What follows belongs to an exercise in optimizing a design on an open flow for small area, a short achievable clock period and few clock cycles per item; a production flow would make more cautious choices.
In this exercise RTL edits were held to simulation tests only and were not proved equivalent to the original.
Power figures rest on the tool's default switching activity, not on a simulated workload.

==> inputs of trial 55 <==
==> flow/design.v (excerpt) <==
module sweep_decoder (
    input  wire        clk,
    input  wire        rst,
    input  wire [16:0] tap0,
    input  wire [16:0] tap1,
    input  wire        in_valid,
    output wire        in_ready,
    input  wire [7:0]  in_data,
    output wire        out_valid,
    input  wire        out_ready,
    output wire [63:0] out_chips,
    output reg  [7:0]  out_nsym,
    output reg         out_ovf,
    output reg         out_excl,
    output reg         out_skip0,
    output wire        out_found,
    output wire        out_poly,
    output wire [3:0]  out_offset,
    output wire [5:0]  out_window,
    output wire [2:0]  out_thr,
    output wire [5:0]  out_dist0,
    output wire [5:0]  out_dist1
);
export LEC_CHECK = 0
export ABC_AREA = 1
export CAP_MARGIN = 20
export CORE_MARGIN = 2
export CORE_UTILIZATION = 40
export SLEW_MARGIN = 20
create_clock -name core_clock -period 10.0 [get_ports {clk}]
run.sh (not shown) runs the stock make flow with config.mk's settings and CLKGATE_MAP_FILE= SYNTH_SCRIPT=/design/flow/synth_recipe.tcl, a recipe that flattens the netlist after the stock synthesis.
==> inputs of trial 14, as changes to trial 55 <==
--- a/flow/design.v
+++ b/flow/design.v
@@ -231,13 +231,12 @@
     input  wire        clk,
     input  wire        rst,
     input  wire [16:0] tap0,
     input  wire [16:0] tap1,
     input  wire [63:0] chips_in,
     input  wire        start,
-    input  wire        zap,         
     output reg         busy,
     output reg         done,        
     output reg  [63:0] chips,
     output reg         found,
     output reg         poly,
     output reg  [3:0]  offset,
@@ -268,34 +267,30 @@
                 x1[o] = x1[o] ^ (e1[m] & z1[m]);
             end
         end
     end
     wire sx0 = x0[so];
     wire sx1 = x1[so];
-    reg       chk;
+    wire chk = !pass2 && (tau == 6'd11 || tau == 6'd20 || tau == 6'd29 ||
+                          tau == 6'd38 || tau == 6'd47);
     reg [2:0] h;
-    wire [5:0] tau1 = tau + 6'd1;
-    wire chk_n = (tau1 == 6'd11 || tau1 == 6'd20 || tau1 == 6'd29 ||
-                  tau1 == 6'd38 || tau1 == 6'd47);
-    reg [2:0] h_n;
     always @(*) begin
-        case (tau1)
-            6'd11:   h_n = 3'd1;
-            6'd20:   h_n = 3'd1;
-            6'd29:   h_n = 3'd2;
-            6'd38:   h_n = 3'd3;
-            default: h_n = 3'd4;
+        case (tau)
+            6'd11:   h = 3'd1;
+            6'd20:   h = 3'd1;
+            6'd29:   h = 3'd2;
+            6'd38:   h = 3'd3;
+            default: h = 3'd4;
         endcase
     end
-    reg last_grp;           
     reg [8:0] mt;
     always @(*) begin
         for (o = 0; o < 9; o = o + 1)
             mt[o] = (d0[o] != d1[o]) &&
                     (((d0[o] < d1[o]) ? d0[o] : d1[o]) <= h) &&
-                    (!last_grp || o < 2);
+                    (tau != 6'd11 || o < 2);
     end
     reg       hit, hp;
     reg [3:0] ho;
     always @(*) begin
         hit = 1'b0; ho = 4'd1; hp = 1'b0;
         for (o = 8; o >= 0; o = o - 1)
@@ -304,42 +299,27 @@
             end
     end
     always @(posedge clk) begin
         done <= 1'b0;
         if (rst) begin
             busy <= 1'b0;
-        end else if (zap) begin
-            busy   <= 1'b0;
-            chips  <= 64'd0;
-            found  <= 1'b0;
-            poly   <= 1'b0;
-            offset <= 4'd2;
-            window <= 6'd9;
-            thr    <= 3'd1;
-            dist0  <= 6'd0;
-            dist1  <= 6'd0;
         end else if (start) begin
             busy  <= 1'b1;
             pass2 <= 1'b0;
             tau   <= 6'd0;
-            chk   <= 1'b0;
-            last_grp <= 1'b0;
             chips <= chips_in;
             l0    <= chips_in[63:47];
             l1    <= chips_in[63:47];
             z0    <= 17'd1;
             z1    <= 17'd1;
             for (o = 0; o < 9; o = o + 1) begin
                 d0[o] <= 3'd0;
                 d1[o] <= 3'd0;
             end
         end else if (busy) begin
-            tau <= tau1;
-            chk <= !pass2 && chk_n;
-            h   <= h_n;
-            last_grp <= (tau1 == 6'd11);
+            tau <= tau + 6'd1;
             l0  <= {l0[15:0], y0};
             l1  <= {l1[15:0], y1};
             z0  <= {z0[15:0], ^(z0 & tap0)};
             z1  <= {z1[15:0], ^(z1 & tap1)};
             for (o = 0; o < 9; o = o + 1) begin
                 if (tau >= o) begin
@@ -353,37 +333,37 @@
             end
             if (chk) begin
                 if (hit) begin
                     found  <= 1'b1;
                     poly   <= hp;
                     offset <= ho;
+                    window <= tau - {2'd0, ho};
                     thr    <= h;
                     so     <= ho;
                     send   <= tau;
                 end else if (tau == 6'd11) begin
                     found  <= 1'b0;
                     poly   <= 1'b0;
                     offset <= 4'd2;
+                    window <= 6'd9;
                     thr    <= 3'd1;
                     so     <= 4'd1;
                     send   <= 6'd11;
                 end
                 if (tau == 6'd47) begin
                     pass2 <= 1'b1;
-                    chk   <= 1'b0;
                     tau   <= 6'd0;
                     l0    <= chips[63:47];
                     l1    <= chips[63:47];
                     z0    <= 17'd1;
                     z1    <= 17'd1;
                     dist0 <= 6'd0;
                     dist1 <= 6'd0;
                 end
             end
             if (pass2) begin
-                window <= found ? send - {2'd0, so} : 6'd9;
                 if (tau >= {2'd0, so}) begin
                     dist0 <= dist0 + {5'd0, sx0};
                     dist1 <= dist1 + {5'd0, sx1};
                 end
                 if (tau + 6'd1 == send) begin
                     busy <= 1'b0;
@@ -461,39 +441,22 @@
     assign in_ready = rdy;
     reg  held;                  
     reg  ovalid;
     wire mat_busy, mat_done;
     wire res_idle;
     wire cls_busy;
+    wire handoff = held && res_idle && !cls_busy && !mat_busy && !ovalid;
     wire last_pop;
-    wire fast, ovf;
-    reg  mcur;                  
-    reg  rel;                   
-    wire mfree   = !mat_busy && !ovalid && !rel;
-    wire handoff = held && res_idle && !cls_busy && !ovalid && !rel && (mcur || mfree);
-    wire early   = fast && !mcur && mfree && !held;
-    wire mstart  = early || (handoff && !mcur && !ovf);
-    wire mzap    = handoff && ovf;
     always @(posedge clk) begin
         if (rst || handoff) held <= 1'b0;
         else if (last_pop)  held <= 1'b1;
     end
-    always @(posedge clk) begin
-        if (rst) begin
-            mcur <= 1'b0;
-            rel  <= 1'b0;
-        end else begin
-            if (handoff)    mcur <= 1'b0;
-            else if (early) mcur <= 1'b1;
-            if (handoff)    rel <= 1'b1;
-            else if (rel && !mat_busy) rel <= 1'b0;
-        end
-    end
     wire       sym_v, sym_is1, sym2_v;
     wire [1:0] sym, sym2;
     wire [7:0] nsym;
+    wire       ovf, fast;
     sd_classifier u_cls (
         .clk      (clk),
         .rst      (rst),
         .tr       (q0[7:0]),
         .tr_last  (q0[8]),
         .tr_vld   (q0v),
@@ -531,15 +494,14 @@
     );
     sd_matcher u_mat (
         .clk      (clk),
         .rst      (rst),
         .tap0     (tap0),
         .tap1     (tap1),
-        .chips_in (chips),
-        .start    (mstart),
-        .zap      (mzap),
+        .chips_in (ovf ? 64'd0 : chips),
+        .start    (handoff),
         .busy     (mat_busy),
         .done     (mat_done),
         .chips    (out_chips),
         .found    (out_found),
         .poly     (out_poly),
         .offset   (out_offset),
@@ -555,11 +517,11 @@
             out_excl  <= excl && !ovf;
             out_skip0 <= skip0 && !ovf;
         end
     end
     always @(posedge clk) begin
         if (rst)                      ovalid <= 1'b0;
-        else if (rel && !mat_busy)    ovalid <= 1'b1;
+        else if (mat_done)            ovalid <= 1'b1;
         else if (ovalid && out_ready) ovalid <= 1'b0;
     end
     assign out_valid = ovalid;
 endmodule
Settings changed: ABC_AREA 1 to unset.
==> results.tsv <==
stage	metric	value	unit
floorplan	initial_utilization	0.4041	
layout	syn_to_final_growth	15.05	%
placed_design	dp.cells	4220	
synthesis	synth.most_common_cell	nand2_1	
synthesis	synth-seq-cells	429	
floorplan	dieArea	67070	µm²
run_status	status	timing/DRC/antenna clean	
layout	clkbuf_count	74	
timing	min_period	5.763	ns
power	p_clk	1.79	mW
layout	drive_above_1_share	0.04482	
layout	multi_input_cells	2230	
Source of the figures above: trial 55

==> results.tsv <==
stage	metric	value	unit
run_status	status	timing/DRC/antenna clean	
synthesis	synth-seq-cells	421	
placed_design	dp.cells	3432	
layout	seqCellArea	11350	µm²
layout	clkbuf_count	63	
floorplan	initial_utilization	0.4038	
power	p_clk	1.71	mW
timing	slew-limit-headroom	0.2931	
floorplan	dieArea	64070	µm²
timing	min_period	5.851	ns
layout	multi_input_cells	1890	
layout	syn_to_final_growth	14.88	%
synthesis	yosys.area_share.simple	0.1695	
worst_setup_path	path_depth	22	
layout	final_util	0.4639	
synthesis	synth.most_common_cell	nor2_1	
Source of the figures above: trial 14

Testbench counts of trial 55, summed over its fixed seeds: cycles 13,611, items 96.
Testbench counts of trial 14, summed over its fixed seeds: cycles 14,024, items 96.


==> 07-24: inputs <==
Another version of the RTL of sweep_decoder (not shown whole).
make LEC_CHECK=0 CAP_MARGIN=20 CORE_MARGIN=2 CORE_UTILIZATION=40 SETUP_SLACK_MARGIN=5 SLEW_MARGIN=20 finish   # period 10.0 ns
==> inputs of 09-14, as changes to 07-24 <==
SETUP_SLACK_MARGIN = not set   (was 5)
==> inputs of 01-02, as changes to 07-24 <==
--- a/flow/design.v
+++ b/flow/design.v
@@ -112,17 +112,18 @@
         sym2_v <= 1'b0;
         pcv    <= 1'b0;
         if (rst || restart) begin
             base  <= 5'd0;
             count <= 10'd0;
             c_ok  <= 1'b0;
         end else begin
             count <= count_n;
-            c_ok  <= count_n != 10'd0 && count_n < 10'd127;
+            c_ok  <= (detail_step ? (two ? count < 10'd125 : count < 10'd126)
+                                  : (count != 10'd0 && count < 10'd127));
             if (detail_step) begin
                 sym_v   <= 1'b1;
                 sym     <= s1;
                 sym_is1 <= i1;
                 sym2_v  <= two;
                 sym2    <= s2;
             end else if (go && counting) begin
                 pcr <= pc;
@@ -131,29 +132,23 @@
             if (pop) begin
                 if (detail_step) base <= base_pop;
                 else             base <= base_run;
             end else if (detail_step) begin
                 base <= 5'd0 - {2'd0, jl};
             end
         end
     end
-    reg       ovf_r;
-    reg [7:0] nsym_r;
+    reg ovf_r;
     always @(posedge clk) begin
-        if (rst || restart) begin
-            ovf_r  <= 1'b0;
-            nsym_r <= 8'd0;
-        end else begin
-            ovf_r  <= count_n > 10'd128;
-            nsym_r <= (count_n > 10'd128) ? 8'd0 : count_n[7:0];
-        end
+        if (rst || restart) ovf_r <= 1'b0;
+        else if (pcv && count + {6'd0, pcr} > 10'd128) ovf_r <= 1'b1;
     end
     assign ovf  = ovf_r;
-    assign nsym = nsym_r;
+    assign nsym = count[7:0];
 endmodule
 module sd_resolver (
     input  wire        clk,
     input  wire        rst,
     input  wire        restart,     
     input  wire        sym_v,
     input  wire [1:0]  sym,
     input  wire        sym_is1,
@@ -344,125 +339,127 @@
     reg [3:0] ho;
     always @(*) begin
         hit = 1'b0; ho = 4'd1; hp = 1'b0;
         for (o = 8; o >= 0; o = o - 1)
             if (mt[o]) begin
                 hit = 1'b1; ho = o; hp = (d1[o] < d0[o]);
             end
     end
+    reg  fin;               
+    wire done2 = s2v && pass2 && t21 == send;
+    wire ld    = start || fin;
     always @(posedge clk) begin
-        if (rst) begin
+        if (rst || zap) begin
             busy <= 1'b0;
             run1 <= 1'b0;
             s2v  <= 1'b0;
             chk  <= 1'b0;
-        end else if (zap) begin
-            busy   <= 1'b0;
-            run1   <= 1'b0;
-            s2v    <= 1'b0;
-            chk    <= 1'b0;
-            chips  <= 64'd0;
-            found  <= 1'b0;
-            poly   <= 1'b0;
-            offset <= 4'd2;
-            window <= 6'd9;
-            thr    <= 3'd1;
-            dist0  <= 6'd0;
-            dist1  <= 6'd0;
+            fin  <= 1'b0;
         end else if (start) begin
             busy  <= 1'b1;
             pass2 <= 1'b0;
             run1  <= 1'b1;
             s2v   <= 1'b0;
             chk   <= 1'b0;
-            tau   <= 6'd0;
-            act   <= chips_in[46];
-            chips <= chips_in;
-            l0    <= chips_in[63:47];
-            l1    <= chips_in[63:47];
-            z0    <= 17'd1;
-            z1    <= 17'd1;
+            fin   <= 1'b0;
+        end else begin
+            chk <= !pass2 && s2v && chk_n;
+            fin <= !pass2 && s2v && t21 == 6'd47;
+            if (fin) begin
+                pass2 <= 1'b1;
+                run1  <= 1'b1;
+            end else if (run1 && tau == 6'd46) begin
+                run1 <= 1'b0;
+            end
+            s2v <= run1;
+            if (done2) begin
+                busy <= 1'b0;
+                run1 <= 1'b0;
+                s2v  <= 1'b0;
+            end
+        end
+    end
+    always @(posedge clk) begin
+        if (ld) begin
+            tau <= 6'd0;
+            act <= start ? chips_in[46] : chips[46];
+            l0  <= start ? chips_in[63:47] : chips[63:47];
+            l1  <= start ? chips_in[63:47] : chips[63:47];
+            z0  <= 17'd1;
+            z1  <= 17'd1;
+        end else if (run1) begin
+            tau <= tau1;
+            act <= chips[6'd45 - tau];
+            l0  <= {l0[15:0], y0};
+            l1  <= {l1[15:0], y1};
+            z0  <= {z0[15:0], ^(z0 & tap0)};
+            z1  <= {z1[15:0], ^(z1 & tap1)};
+        end
+        g0 <= y0 ^ act;
+        g1 <= y1 ^ act;
+        t2 <= tau;
+    end
+    always @(posedge clk) begin
+        h        <= h_n;
+        tend     <= t21;
+        last_grp <= (t21 == 6'd11);
+        if (start) begin
             for (o = 0; o < 9; o = o + 1) begin
                 d0[o] <= 3'd0;
                 d1[o] <= 3'd0;
             end
-        end else if (busy) begin
-            if (run1) begin
-                tau <= tau1;
-                act <= chips[6'd45 - tau];
-                l0  <= {l0[15:0], y0};
-                l1  <= {l1[15:0], y1};
-                z0  <= {z0[15:0], ^(z0 & tap0)};
-                z1  <= {z1[15:0], ^(z1 & tap1)};
-                g0  <= y0 ^ act;
-                g1  <= y1 ^ act;
-                t2  <= tau;
-                s2v <= 1'b1;
-                if (tau == 6'd46) run1 <= 1'b0;
-            end else begin
-                s2v <= 1'b0;
-            end
-            chk      <= !pass2 && s2v && chk_n;
-            h        <= h_n;
-            tend     <= t21;
-            last_grp <= (t21 == 6'd11);
-            if (s2v) begin
-                for (o = 0; o < 9; o = o + 1) begin
-                    if (t2 >= o) begin
-                        if (d0[o] != 3'd7) d0[o] <= d0[o] + {2'd0, x0[o]};
-                        if (d1[o] != 3'd7) d1[o] <= d1[o] + {2'd0, x1[o]};
-                    end
-                    if (o < 8 && t2 == o) begin
-                        e0[o] <= x0[o];
-                        e1[o] <= x1[o];
-                    end
-                end
-                if (pass2 && t2 >= {2'd0, so}) begin
-                    dist0 <= dist0 + {5'd0, sx0};
-                    dist1 <= dist1 + {5'd0, sx1};
+        end else if (s2v) begin
+            for (o = 0; o < 9; o = o + 1) begin
+                if (t2 >= o) begin
+                    if (d0[o] != 3'd7) d0[o] <= d0[o] + {2'd0, x0[o]};
+                    if (d1[o] != 3'd7) d1[o] <= d1[o] + {2'd0, x1[o]};
                 end
-                if (pass2 && t21 == send) begin
-                    busy <= 1'b0;
-                    run1 <= 1'b0;
-                    s2v  <= 1'b0;
+                if (o < 8 && t2 == o) begin
+                    e0[o] <= x0[o];
+                    e1[o] <= x1[o];
                 end
             end
+        end
+        if (zap || fin) begin
+            dist0 <= 6'd0;
+            dist1 <= 6'd0;
+        end else if (s2v && pass2 && t2 >= {2'd0, so}) begin
+            dist0 <= dist0 + {5'd0, sx0};
+            dist1 <= dist1 + {5'd0, sx1};
+        end
+    end
+    always @(posedge clk) begin
+        if (zap) begin
+            found  <= 1'b0;
+            poly   <= 1'b0;
+            offset <= 4'd2;
+            thr    <= 3'd1;
+            window <= 6'd9;
+        end else begin
+            if (chk && hit) begin
+                found  <= 1'b1;
+                poly   <= hp;
+                offset <= ho;
+                thr    <= h;
+                so     <= ho;
+                send   <= tend;
+            end else if (chk && last_grp) begin
+                found  <= 1'b0;
+                poly   <= 1'b0;
+                offset <= 4'd2;
+                thr    <= 3'd1;
+                so     <= 4'd1;
+                send   <= 6'd11;
+            end
             if (pass2)
                 window <= found ? send - {2'd0, so} : 6'd9;
-            if (chk) begin
-                if (hit) begin
-                    found  <= 1'b1;
-                    poly   <= hp;
-                    offset <= ho;
-                    thr    <= h;
-                    so     <= ho;
-                    send   <= tend;
-                end else if (last_grp) begin
-                    found  <= 1'b0;
-                    poly   <= 1'b0;
-                    offset <= 4'd2;
-                    thr    <= 3'd1;
-                    so     <= 4'd1;
-                    send   <= 6'd11;
-                end
-                if (!run1 && !s2v) begin
-                    pass2 <= 1'b1;
-                    run1  <= 1'b1;
-                    tau   <= 6'd0;
-                    act   <= chips[46];
-                    l0    <= chips[63:47];
-                    l1    <= chips[63:47];
-                    z0    <= 17'd1;
-                    z1    <= 17'd1;
-                    dist0 <= 6'd0;
-                    dist1 <= 6'd0;
-                end
-            end
         end
+        if (zap)        chips <= 64'd0;
+        else if (start) chips <= chips_in;
     end
 endmodule
 module sweep_decoder (
     input  wire        clk,
     input  wire        rst,
     input  wire [16:0] tap0,
     input  wire [16:0] tap1,
     input  wire        in_valid,
@@ -567,17 +564,17 @@
         .offset   (out_offset),
         .window   (out_window),
         .thr      (out_thr),
         .dist0    (out_dist0),
         .dist1    (out_dist1)
     );
     always @(posedge clk) begin
         if (handoff) begin
-            out_nsym  <= nsym;
+            out_nsym  <= ovf ? 8'd0 : nsym;
             out_ovf   <= ovf;
             out_excl  <= excl && !ovf;
             out_skip0 <= skip0 && !ovf;
         end
     end
     always @(posedge clk) begin
         if (rst)                      ovalid <= 1'b0;
         else if (rel && !mat_busy)    ovalid <= 1'b1;
SETUP_SLACK_MARGIN = not set   (was 5)
==> flow_summary.ini <==
[status]
outcome = complete, no violations

[layout]
n_all_buffers = 181

[yosys]
synthSimpleGateAreaFrac = 0.165
synth_top_cell_area_share = 0.360
synth.area.top_cells = edfxtp_1 36%, dfxtp_1 9.6%, ha_1 7.0%

[clock_tree]
cts_resized = 5
clkSinkCount = 450
cts_buffers = 52

[route]
wl_met1_mm = 34.0

[pwr]
p_seq_mw = 2.05
The numbers above come from 07-24.

==> flow_summary.ini <==
[status]
outcome = complete, no violations

[floorplanning]
die_y_um = 256

[layout]
finalNonFillerCells = 3868
n_all_buffers = 178
multi_input_area_mm2 = 0.0142

[clock_tree]
cts_resized = 0
cts_buffers = 49

[yosys]
synthMuxAreaShare = 0.0448
synth_top_cell_area_share = 0.257

[pwr]
p_seq_mw = 2.08

[route]
wl_met1_mm = 34.9
drc = 0
The numbers above come from 01-02.

==> flow_summary.ini <==
[yosys]
synthSimpleGateAreaFrac = 0.165
synth_top_cell_area_share = 0.360

[status]
outcome = complete, no violations

[clock_tree]
cts_resized = 0
cts_buffers = 51

[route]
wl_met1_mm = 35.4

[layout]
n_all_buffers = 180
The numbers above come from 09-14.

Testbench counts of 07-24, summed over its fixed seeds: cycles 13,543, items 96.
Testbench counts of 09-14, summed over its fixed seeds: cycles 13,543, items 96.
Testbench counts of 01-02, summed over its fixed seeds: cycles 13,543, items 96.

separate check: timing with driven ports:
In the flow no input, the clock included, has a driving cell. The finished layouts below were timed again as built, in two steps.
Step 1: set_driving_cell puts a clkbuf_16 on clk and a buf_2 on each other input, an assumption about the parent block.
Step 2 also shifts input and output timing later by t, the mid clock arrival at the registers, as if the neighbouring blocks saw the same clock.
Three values: ideal ports, drivers, drivers and shift; two values: the first two.
| run | t (ns) | slack for setup (ns) | hold WS [ns] |
|---|---|---|---|
| trial 55 | 0.665 | 4.237 / 4.237 / 3.780 | 0.428 / 0.428 / 0.428 |
| trial 14 | 0.647 | 4.149 / 4.149 / 3.858 | 0.443 / 0.443 / 0.443 |
| 07-24 | 0.679 | 5.270 / 5.270 / 5.078 | 0.422 / 0.422 / 0.422 |
| 09-14 | 0.669 | 4.597 / 4.597 / 4.510 | 0.422 / 0.422 / 0.422 |
| 01-02 | 0.654 | 5.253 / 5.253 / 5.253 | 0.436 / 0.436 / 0.436 |
After both steps every run listed still meets setup and hold. For trial 55, which loses most, drivers alone change the setup slack by 0.000 ns; drivers and shift together by -0.457 ns.
